What follows belongs to an exercise in optimizing a design on an open flow for a short achievable clock period and few clock cycles; a production flow would make more cautious choices. Only simulation tests tie the RTL to the original design; equivalence was not proved.

<file path="design.v">
module bifrost_alu (
    input  wire [4:0]  op,
    input  wire [15:0] va,
    input  wire [15:0] vb,
    input  wire [15:0] ex_in,
    output reg  [15:0] result,
    output reg  [15:0] ex_out,
    output reg         ex_we,
    output reg         cond
);
    localparam OP_SET = 5'h01, OP_ADD = 5'h02, OP_SUB = 5'h03, OP_MUL = 5'h04,
               OP_MLI = 5'h05, OP_DIV = 5'h06, OP_DVI = 5'h07, OP_MOD = 5'h08,
               OP_MDI = 5'h09, OP_AND = 5'h0a, OP_BOR = 5'h0b, OP_XOR = 5'h0c,
               OP_SHR = 5'h0d, OP_ASR = 5'h0e, OP_SHL = 5'h0f,
               OP_IFB = 5'h10, OP_IFC = 5'h11, OP_IFE = 5'h12, OP_IFN = 5'h13,
               OP_IFG = 5'h14, OP_IFA = 5'h15, OP_IFL = 5'h16, OP_IFU = 5'h17,
               OP_ADX = 5'h1a, OP_SBX = 5'h1b, OP_STI = 5'h1e, OP_STD = 5'h1f;
    wire [16:0] add_r = {1'b0, vb} + {1'b0, va};
    wire [16:0] sub_r = {1'b0, vb} - {1'b0, va};
    wire [17:0] adx_r = {2'b0, vb} + {2'b0, va} + {2'b0, ex_in};
    wire [17:0] sbx_r = {2'b0, vb} - {2'b0, va} + {2'b0, ex_in};
    wire [31:0] mul_u = vb * va;
    wire signed [31:0] mul_s = $signed(vb) * $signed(va);
    wire is_signed_div = (op == OP_DVI) || (op == OP_MDI);
    wire b_neg = is_signed_div & vb[15];
    wire a_neg = is_signed_div & va[15];
    wire [15:0] mag_b = b_neg ? (16'd0 - vb) : vb;
    wire [15:0] mag_a = a_neg ? (16'd0 - va) : va;
    wire        div_zero = (va == 16'd0);
    wire [31:0] quot = {mag_b, 16'h0000} / {16'h0000, mag_a};
    wire [15:0] rem  = mag_b % mag_a;
    wire        q_neg = b_neg ^ a_neg;
    wire [4:0]  sh = va[4:0];
    wire [31:0] shr_r = {vb, 16'h0000} >> sh;
    wire [31:0] asr_r = $signed({vb, 16'h0000}) >>> sh;
    wire [31:0] shl_r = {16'h0000, vb} << sh;
    always @* begin
        result = vb;
        ex_out = ex_in;
        ex_we  = 1'b0;
        cond   = 1'b1;
        case (op)
            OP_SET: result = va;
            OP_ADD: begin result = add_r[15:0]; ex_out = {15'd0, add_r[16]}; ex_we = 1'b1; end
            OP_SUB: begin result = sub_r[15:0]; ex_out = sub_r[16] ? 16'hffff : 16'h0000; ex_we = 1'b1; end
            OP_MUL: begin result = mul_u[15:0]; ex_out = mul_u[31:16]; ex_we = 1'b1; end
            OP_MLI: begin result = mul_s[15:0]; ex_out = mul_s[31:16]; ex_we = 1'b1; end
            OP_DIV, OP_DVI: begin
                ex_we = 1'b1;
                if (div_zero) begin
                    result = 16'h0000;
                    ex_out = 16'h0000;
                end else if (q_neg) begin
                    result = 16'd0 - quot[31:16];
                    ex_out = 16'd0 - quot[15:0];
                end else begin
                    result = quot[31:16];
                    ex_out = quot[15:0];
                end
            end
            OP_MOD, OP_MDI: begin
                if (div_zero)   result = 16'h0000;
                else if (b_neg) result = 16'd0 - rem;
                else            result = rem;
            end
            OP_AND: result = vb & va;
            OP_BOR: result = vb | va;
            OP_XOR: result = vb ^ va;
            OP_SHR: begin result = shr_r[31:16]; ex_out = shr_r[15:0]; ex_we = 1'b1; end
            OP_ASR: begin result = asr_r[31:16]; ex_out = asr_r[15:0]; ex_we = 1'b1; end
            OP_SHL: begin result = shl_r[15:0]; ex_out = shl_r[31:16]; ex_we = 1'b1; end
            OP_IFB: cond = (vb & va) != 16'h0000;
            OP_IFC: cond = (vb & va) == 16'h0000;
            OP_IFE: cond = (vb == va);
            OP_IFN: cond = (vb != va);
            OP_IFG: cond = (vb > va);
            OP_IFA: cond = ($signed(vb) > $signed(va));
            OP_IFL: cond = (vb < va);
            OP_IFU: cond = ($signed(vb) < $signed(va));
            OP_ADX: begin result = adx_r[15:0]; ex_out = (adx_r > 18'h0ffff) ? 16'h0001 : 16'h0000; ex_we = 1'b1; end
            OP_SBX: begin result = sbx_r[15:0]; ex_out = sbx_r[17] ? 16'h0001 : 16'h0000; ex_we = 1'b1; end
            OP_STI, OP_STD: result = vb;
            default: ;
        endcase
    end
endmodule
module bifrost_cpu (
    input  wire        clk,
    input  wire        rst,
    output reg         mem_req,
    output reg         mem_we,
    output reg  [15:0] mem_addr,
    output reg  [15:0] mem_wdata,
    input  wire        mem_ready,
    input  wire [15:0] mem_rdata,
    output wire        halted,
    output reg  [4:0]  fault_code,
    output reg  [15:0] fault_pc
);
    localparam S_FETCH = 4'd0,  S_ARES = 4'd1,  S_ANW  = 4'd2,  S_ARD  = 4'd3,
               S_BRES  = 4'd4,  S_BNW  = 4'd5,  S_BRD  = 4'd6,  S_EXEC = 4'd7,
               S_WMEM  = 4'd8,  S_SKIP = 4'd9,  S_RFI1 = 4'd10, S_RFI2 = 4'd11,
               S_DISP  = 4'd12, S_PSH1 = 4'd13, S_PSH2 = 4'd14, S_FAULT = 4'd15;
    localparam L_REG = 3'd0, L_SP = 3'd1, L_PC = 3'd2, L_EX = 3'd3,
               L_MEM = 3'd4, L_LIT = 3'd5;
    localparam SP_JSR = 5'h01, SP_INT = 5'h08, SP_IAG = 5'h09, SP_IAS = 5'h0a,
               SP_RFI = 5'h0b, SP_IAQ = 5'h0c, SP_HWN = 5'h10, SP_HWQ = 5'h11,
               SP_HWI = 5'h12;
    reg [15:0] R [0:7];
    reg [15:0] PC, SP, EX, IA;
    reg        IQ;
    reg [15:0] fifo [0:3];
    reg [1:0]  fifo_rd;
    reg [2:0]  fifo_cnt;
    reg [3:0]  state;
    reg [15:0] ir;
    reg [2:0]  a_kind, b_kind;
    reg [2:0]  a_idx, b_idx;
    reg [15:0] a_addr, b_addr;
    reg [15:0] va, vb;
    reg [15:0] w_addr, w_data;
    assign halted = (state == S_FAULT);
    wire [4:0] op  = ir[4:0];
    wire [4:0] fb  = ir[9:5];
    wire [5:0] fa  = ir[15:10];
    wire is_special = (op == 5'h00);
    function automatic needs_nw(input [5:0] c);
        needs_nw = (c[5:3] == 3'b010) || (c == 6'h1a) || (c == 6'h1e) || (c == 6'h1f);
    endfunction
    function automatic illegal(input [15:0] w);
        reg [4:0] o, s;
        begin
            o = w[4:0];
            s = w[9:5];
            if (o == 5'h00)
                illegal = !(s == SP_JSR || s == SP_INT || s == SP_IAG || s == SP_IAS ||
                            s == SP_RFI || s == SP_IAQ || s == SP_HWN || s == SP_HWQ ||
                            s == SP_HWI);
            else
                illegal = (o == 5'h18) || (o == 5'h19) || (o == 5'h1c) || (o == 5'h1d);
        end
    endfunction
    function automatic [4:0] illegal_code(input [15:0] w);
        illegal_code = (w[4:0] == 5'h00) ? w[9:5] : w[4:0];
    endfunction
    function automatic [1:0] inst_len_extra(input [15:0] w);
        inst_len_extra = {1'b0, needs_nw(w[15:10])} +
                         {1'b0, (w[4:0] != 5'h00) && needs_nw({1'b0, w[9:5]})};
    endfunction
    wire a_read = !is_special ||
                  !(fb == SP_IAG || fb == SP_HWN || fb == SP_RFI);
    wire b_read = (op != 5'h01);
    reg [2:0]  res_kind;
    reg [2:0]  res_idx;
    reg [15:0] res_addr;
    reg [15:0] res_val;       
    reg [5:0]  res_code;
    reg        res_is_b;
    reg [15:0] res_nw;
    always @* begin
        res_kind = L_LIT;
        res_idx  = res_code[2:0];
        res_addr = 16'h0000;
        res_val  = 16'h0000;
        if (res_code <= 6'h07) begin
            res_kind = L_REG;
            res_val  = R[res_code[2:0]];
        end else if (res_code <= 6'h0f) begin
            res_kind = L_MEM;
            res_addr = R[res_code[2:0]];
        end else if (res_code <= 6'h17) begin
            res_kind = L_MEM;
            res_addr = R[res_code[2:0]] + res_nw;
        end else if (res_code == 6'h18) begin
            res_kind = L_MEM;
            res_addr = res_is_b ? (SP - 16'd1) : SP;
        end else if (res_code == 6'h19) begin
            res_kind = L_MEM;
            res_addr = SP;
        end else if (res_code == 6'h1a) begin
            res_kind = L_MEM;
            res_addr = SP + res_nw;
        end else if (res_code == 6'h1b) begin
            res_kind = L_SP;
            res_val  = SP;
        end else if (res_code == 6'h1c) begin
            res_kind = L_PC;
            res_val  = PC;
        end else if (res_code == 6'h1d) begin
            res_kind = L_EX;
            res_val  = EX;
        end else if (res_code == 6'h1e) begin
            res_kind = L_MEM;
            res_addr = res_nw;
        end else if (res_code == 6'h1f) begin
            res_kind = L_LIT;
            res_val  = res_nw;
        end else begin
            res_kind = L_LIT;
            res_val  = {10'd0, res_code} - 16'h0021;
        end
    end
    always @* begin
        res_is_b = (state == S_BRES) || (state == S_BNW);
        res_code = res_is_b ? {1'b0, fb} : fa;
        res_nw   = mem_rdata;
    end
    wire [15:0] alu_result, alu_ex;
    wire        alu_ex_we, alu_cond;
    bifrost_alu u_alu (
        .op     (op),
        .va     (va),
        .vb     (vb),
        .ex_in  (EX),
        .result (alu_result),
        .ex_out (alu_ex),
        .ex_we  (alu_ex_we),
        .cond   (alu_cond)
    );
    always @* begin
        mem_req   = 1'b0;
        mem_we    = 1'b0;
        mem_addr  = PC;
        mem_wdata = w_data;
        case (state)
            S_FETCH, S_ANW, S_BNW, S_SKIP: begin
                mem_req  = 1'b1;
                mem_addr = PC;
            end
            S_ARD: begin
                mem_req  = 1'b1;
                mem_addr = a_addr;
            end
            S_BRD: begin
                mem_req  = 1'b1;
                mem_addr = b_addr;
            end
            S_RFI1, S_RFI2: begin
                mem_req  = 1'b1;
                mem_addr = SP;
            end
            S_WMEM: begin
                mem_req  = 1'b1;
                mem_we   = 1'b1;
                mem_addr = w_addr;
            end
            S_PSH1: begin
                mem_req   = 1'b1;
                mem_we    = 1'b1;
                mem_addr  = SP;
                mem_wdata = PC;
            end
            S_PSH2: begin
                mem_req   = 1'b1;
                mem_we    = 1'b1;
                mem_addr  = SP;
                mem_wdata = R[0];
            end
            default: ;
        endcase
    end
    task automatic write_loc(input [2:0] kind, input [2:0] idx, input [15:0] val);
        case (kind)
            L_REG: R[idx] <= val;
            L_SP:  SP <= val;
            L_PC:  PC <= val;
            L_EX:  EX <= val;
            default: ;
        endcase
    endtask
    reg [2:0]  d_kind;
    reg [2:0]  d_idx;
    reg [15:0] d_addr;
    reg [15:0] d_val;
    reg        d_en;
    always @* begin
        d_kind = b_kind;
        d_idx  = b_idx;
        d_addr = b_addr;
        d_val  = alu_result;
        d_en   = 1'b0;
        if (is_special) begin
            d_kind = a_kind;
            d_idx  = a_idx;
            d_addr = a_addr;
            if (fb == SP_IAG) begin
                d_val = IA;
                d_en  = 1'b1;
            end else if (fb == SP_HWN) begin
                d_val = 16'h0000;
                d_en  = 1'b1;
            end
        end else if (op == 5'h1e || op == 5'h1f) begin
            d_kind = a_kind;
            d_idx  = a_idx;
            d_addr = a_addr;
            d_val  = vb;
            d_en   = 1'b1;
        end else if (op[4:3] != 2'b10) begin
            d_en = 1'b1;
        end
    end
    integer k;
    always @(posedge clk) begin
        if (rst) begin
            for (k = 0; k < 8; k = k + 1) R[k] <= 16'h0000;
            for (k = 0; k < 4; k = k + 1) fifo[k] <= 16'h0000;
            PC         <= 16'h0000;
            SP         <= 16'h0000;
            EX         <= 16'h0000;
            IA         <= 16'h0000;
            IQ         <= 1'b0;
            fifo_rd    <= 2'd0;
            fifo_cnt   <= 3'd0;
            state      <= S_FETCH;
            ir         <= 16'h0000;
            a_kind     <= L_LIT;
            b_kind     <= L_LIT;
            a_idx      <= 3'd0;
            b_idx      <= 3'd0;
            a_addr     <= 16'h0000;
            b_addr     <= 16'h0000;
            va         <= 16'h0000;
            vb         <= 16'h0000;
            w_addr     <= 16'h0000;
            w_data     <= 16'h0000;
            fault_code <= 5'd0;
            fault_pc   <= 16'h0000;
        end else begin
            case (state)
                S_FETCH: if (mem_ready) begin
                    ir <= mem_rdata;
                    if (illegal(mem_rdata)) begin
                        fault_code <= illegal_code(mem_rdata);
                        fault_pc   <= PC;
                        PC         <= PC + 16'd1;
                        state      <= S_FAULT;
                    end else begin
                        PC    <= PC + 16'd1;
                        state <= S_ARES;
                    end
                end
                S_ARES, S_ANW: if (state == S_ARES && needs_nw(fa)) begin
                    state <= S_ANW;
                end else if (state == S_ARES || mem_ready) begin
                    if (state == S_ANW) PC <= PC + 16'd1;
                    a_kind <= res_kind;
                    a_idx  <= res_idx;
                    a_addr <= res_addr;
                    va     <= res_val;
                    if (fa == 6'h18) SP <= SP + 16'd1;
                    if (res_kind == L_MEM && a_read)
                        state <= S_ARD;
                    else if (is_special)
                        state <= S_EXEC;
                    else
                        state <= S_BRES;
                end
                S_ARD: if (mem_ready) begin
                    va    <= mem_rdata;
                    state <= is_special ? S_EXEC : S_BRES;
                end
                S_BRES, S_BNW: if (state == S_BRES && needs_nw({1'b0, fb})) begin
                    state <= S_BNW;
                end else if (state == S_BRES || mem_ready) begin
                    if (state == S_BNW) PC <= PC + 16'd1;
                    b_kind <= res_kind;
                    b_idx  <= res_idx;
                    b_addr <= res_addr;
                    vb     <= res_val;
                    if (fb == 5'h18) SP <= SP - 16'd1;
                    if (res_kind == L_MEM && b_read)
                        state <= S_BRD;
                    else
                        state <= S_EXEC;
                end
                S_BRD: if (mem_ready) begin
                    vb    <= mem_rdata;
                    state <= S_EXEC;
                end
                S_EXEC: begin
                    state <= S_DISP;
                    if (is_special) begin
                        case (fb)
                            SP_JSR: begin
                                SP     <= SP - 16'd1;
                                w_addr <= SP - 16'd1;
                                w_data <= PC;
                                PC     <= va;
                                state  <= S_WMEM;
                            end
                            SP_INT: begin
                                if (fifo_cnt != 3'd4) begin
                                    fifo[fifo_rd + fifo_cnt[1:0]] <= va;
                                    fifo_cnt <= fifo_cnt + 3'd1;
                                end
                            end
                            SP_IAS: IA <= va;
                            SP_IAQ: IQ <= (va != 16'h0000);
                            SP_RFI: state <= S_RFI1;
                            SP_HWQ: begin
                                R[0] <= 16'h0000;
                                R[1] <= 16'h0000;
                                R[2] <= 16'h0000;
                                R[3] <= 16'h0000;
                                R[4] <= 16'h0000;
                            end
                            default: ;
                        endcase
                    end else begin
                        if (alu_ex_we) EX <= alu_ex;
                        if (op[4:3] == 2'b10 && !alu_cond) state <= S_SKIP;
                    end
                    if (d_en) begin
                        if (d_kind == L_MEM) begin
                            w_addr <= d_addr;
                            w_data <= d_val;
                            state  <= S_WMEM;
                        end else begin
                            write_loc(d_kind, d_idx, d_val);
                        end
                    end
                    if (!is_special && (op == 5'h1e || op == 5'h1f)) begin
                        if (d_kind == L_REG && d_idx == 3'd6)
                            R[6] <= (op == 5'h1e) ? d_val + 16'd1 : d_val - 16'd1;
                        else
                            R[6] <= (op == 5'h1e) ? R[6] + 16'd1 : R[6] - 16'd1;
                        if (d_kind == L_REG && d_idx == 3'd7)
                            R[7] <= (op == 5'h1e) ? d_val + 16'd1 : d_val - 16'd1;
                        else
                            R[7] <= (op == 5'h1e) ? R[7] + 16'd1 : R[7] - 16'd1;
                    end
                end
                S_WMEM: if (mem_ready) state <= S_DISP;
                S_SKIP: if (mem_ready) begin
                    if (illegal(mem_rdata)) begin
                        fault_code <= illegal_code(mem_rdata);
                        fault_pc   <= PC;
                        state      <= S_FAULT;
                    end else begin
                        PC <= PC + 16'd1 + {14'd0, inst_len_extra(mem_rdata)};
                        if (mem_rdata[4:3] != 2'b10) state <= S_DISP;
                    end
                end
                S_RFI1: if (mem_ready) begin
                    R[0]  <= mem_rdata;
                    SP    <= SP + 16'd1;
                    state <= S_RFI2;
                end
                S_RFI2: if (mem_ready) begin
                    PC    <= mem_rdata;
                    SP    <= SP + 16'd1;
                    IQ    <= 1'b0;
                    state <= S_DISP;
                end
                S_DISP: begin
                    if (!IQ && fifo_cnt != 3'd0) begin
                        SP    <= SP - 16'd1;
                        state <= S_PSH1;
                    end else begin
                        state <= S_FETCH;
                    end
                end
                S_PSH1: if (mem_ready) begin
                    SP    <= SP - 16'd1;
                    state <= S_PSH2;
                end
                S_PSH2: if (mem_ready) begin
                    PC       <= IA;
                    R[0]     <= fifo[fifo_rd];
                    IQ       <= 1'b1;
                    fifo_rd  <= fifo_rd + 2'd1;
                    fifo_cnt <= fifo_cnt - 3'd1;
                    state    <= S_FETCH;
                end
                S_FAULT: ;
                default: state <= S_FAULT;
            endcase
        end
    end
endmodule
</file>
<file path="run.sh">
#!/bin/bash
# synth_recipe.tcl (not shown) runs the flow's synth.tcl, then flattens the netlist and writes it again
# the make line also repeats each setting of config.mk as NAME=value (left out here)
make -C /OpenROAD-flow-scripts/flow DESIGN_CONFIG=/design/flow/config.mk WORK_HOME=/design/flow/orfs CLKGATE_MAP_FILE= SYNTH_SCRIPT=/design/flow/synth_recipe.tcl finish
</file>
<file path="config.mk">
export PLATFORM = sky130hd
export DESIGN_NAME = bifrost_cpu
export DESIGN_NICKNAME = bifrost_cpu
export VERILOG_FILES = /design/flow/design.v
export SDC_FILE = /design/flow/constraint.sdc
export NUM_CORES = 4
export LEC_CHECK = 0
export CAP_MARGIN = 20
export CORE_MARGIN = 2
export CORE_UTILIZATION = 40
export SLEW_MARGIN = 20
</file>
<file path="constraint.sdc">
create_clock -name core_clock -period 80.0 [get_ports {clk}]
set_input_delay 16.0000 -clock core_clock [delete_from_list [all_inputs] [get_ports {clk}]]
set_output_delay 16.0000 -clock core_clock [all_outputs]
set_load 0.01 [all_outputs]
</file>
==> run summary <==
layout make-up:
class                   count  share of cell area [%]
diodes                      7                 0.01870
clock buffers              79                   1.595
clock inverters            12                  0.2258
inverters                 735                   2.962
multi-input cells        9098                   73.51
flip-flops and latches    413                   10.90
well taps                2656                   3.548
repair buffers            856                   7.241
through the flow:
step                      cells  instance area (sq um)
after floorplan           10825                  82000
after global placement    13580                  88200
after detailed placement  13580                  88210
after CTS                 13674                  90060
after global routing      13851                  93640
final                     13856                  93650
worst paths after layout:
check                  from        end  slack [ns]  cells past startpoint
hold reg to reg   w_addr[3]  w_addr[3]        0.48                      1
setup reg to reg      vb[9]     EX[14]        2.49                    454
setup / recovery      vb[9]     EX[14]        2.49                    454
hold / removal    w_addr[3]  w_addr[3]        0.48                      1
logic make-up after synthesis:
| logic type | synth area share, % |
|---|---|
| xor gates and xnor gates | 6.507 |
| buffers and inverters | 6.209 |
| adders and majority gates | 22.29 |
| DFF | 12.63 |
| AOI/OAI and AO/OA | 26.26 |
| and+or+nand+nor | 21.78 |
| muxes | 4.326 |
critical path: cells and delay by family, from the launching register on:
family	cells	cell delay, ns
buf+inv	25	3.46
xor+xnor	1	0.20
fa+ha+maj	34	9.87
flops	1	0.32
simple gates	128	20.26
compound gates	257	40.79
mux	9	2.36
cells in the final DEF, fill, tap and decap left out, drive strengths merged, types with 232 or more instances in the layout:
cell type  synthesis  routed
nand2           1097    1097
nor2            1241    1241
a21o             232     232
o21ai            589     589
xnor2            407     407
fa               379     379
inv              724     726
nor3             326     326
ha               831     831
buf              111     783
a21oi            928     928
metal layers:
| metal | global-route usage (%) | wire length, microns | up-vias | part of all wire (%) |
|---|---|---|---|---|
| met3 | 6.624 | 38020 | 1072 | 10 |
| met2 | 54.92 | 164800 | 4978 | 43 |
| met5 | 0 | 78 | - | 0.020 |
| li1 | - | - | 39526 | - |
| met4 | 17.80 | 24150 | 12 | 6.3 |
| met1 | 46.72 | 154900 | 42994 | 41 |
timing repair:
action	in CTS	in global routing
buffers inserted	3	173
gates cloned	0	6
setup endpoints to repair	11	16
resized for setup	25	435
hold buffers	0	0
pin swaps	4	308
==> flow_metrics.tcl <==
set metrics [dict create \
    status "complete, no violations" \
    rows 164 \
    hp-class "reg2reg" \
    startpoint_type "flip-flop" \
    max_freq_ghz 0.01290 \
    ys_warn_count 2 \
    root_buffer "clkbuf_16" \
    ys_seq_area_share_pct 12.63 \
    clock_latency_ns 0.66 \
    layout.nets 12382 \
    via_count 88582 \
    synthFlopType "dfxtp_1" \
    drc_errors 0 \
    die_area_sq_um 205300 \
    max_cap_violations 0 \
    fin_crit_sh_pct 96.88 \
    tightest_slew_ns 1.250 \
    viasPerCell 6.393 \
    synth-seq-cells 413 \
    routedWlPerCell_microns 27.56 \
    dp_slack_ns -0.6315 \
    hold_viol 0 \
    fin_util_pct 46.81 \
    slew_headroom_pct 16.65 \
    whs_ns 0.4762 \
    drive_above_1_share_pct 14.93 \
    synth_top_cells_by_count "nor2_1, nand2_1, a21oi_1" \
    core_sq_um 200100 \
    yosys-top-cells-area "ha_1, fa_1, edfxtp_1" \
    final-setup-viol-count 0 \
    ys_async_sr_fraction_pct 0 \
    multiInputGateArea_sq_um 68850 \
    drt_wl_total_microns 381900 \
    synth.cell_area_sq_um 80690 \
    worst_clock_skew_ns 0.03249 \
    numCtsBuffers 49 \
    yosys.cell_count.top_type "nor2_1" \
    cts_buffer_depth 3 \
    drt_first_iter_violations 10372 \
    worst_slack_ns 2.493 \
    antenna_left 0 \
    cts_tree "built" \
    post-route-min-period_ns 77.51 \
    grt_antenna_before_repair 19 \
    seq_area_sq_um 10200 \
    synth_edf_count 192 \
    syn_inst 10825 \
    crit_path_max_incr_delay_ns 0.57 \
    die_x_microns 453.1 \
    grt_first_pass_wirelength_microns 551000 \
    drt_first_pass_iters 7 \
    place_congestion 1.032 \
    path_max_fanout 13 \
    start_util_pct 40.33 \
    syn_to_final_growth_pct 16.07 \
    clk_pin_slew_ns 0.06 \
    end_kind "flip-flop" \
    portBuffers 74 \
    slew_viol_final 0 \
    grt_pass1_vias 82823 \
    largest_reg_flops 128 \
    overflow 0 \
    dp_hpwl_microns 288800 \
    critical_path_arrival_ns 78.06 \
    synth_top_area_share_pct 12.89 \
    crit_type "reg2reg" \
    fillCellCount 19882 \
    avgSynthCellArea_sq_um 7.454 \
    yosys.area.top_type "ha_1" \
    fin_tns_setup_ns 0 \
    htreeDepth 2 \
    cts_num_sinks 413 \
    worstPathRequired_ns 80.55 \
    reg.largest.list "R (128), fifo (64)" \
    ioPinCount 75 \
    max_flop_register "R" \
    grt_max_degree 122 \
    critPathMostFrequentCell "o21ai_2" \
    ys_types 135 \
    gr-usage-all-layers_pct 35.36 \
    mappedNetlistNets 12054 \
    dieHeight_microns 453.1 \
    crit_slowest_cell "or4_4" \
    rsz0062_at_grt "yes" \
]
Testbench counts, summed over its fixed seeds: cycles 466,120.

[port drivers added, routing unchanged]
The flow's constraints put no driver on any port. The routed layout listed below was extracted and timed again, unchanged, in two steps.
Step 1 sets driving cells, clkbuf_16 on the clock port and buf_2 on the other inputs (assumed; they add their load-dependent delay and slew).
Step 2 adds t to the input delays and takes it off the output delays; t is the mean of the earliest and latest rising clock arrival at the registers after step 1. Input paths then give back, and output paths get back, about the clock's delay inside the block.
Slacks: no drivers / after step 1 / after step 2; pairs: no drivers / after step 1.
t (ns): 0.740
setup slack, ns: 2.493 / 2.493 / 2.493
worst setup path after step 2: register to register
slew at the worst register clock pin (ns): 0.07 / 0.07
pins driven straight from the clock port: 1
After both steps setup and hold are still met in this run. The setup slack of this run moves by 0.000 ns with the drivers and by 0.000 ns with both steps.
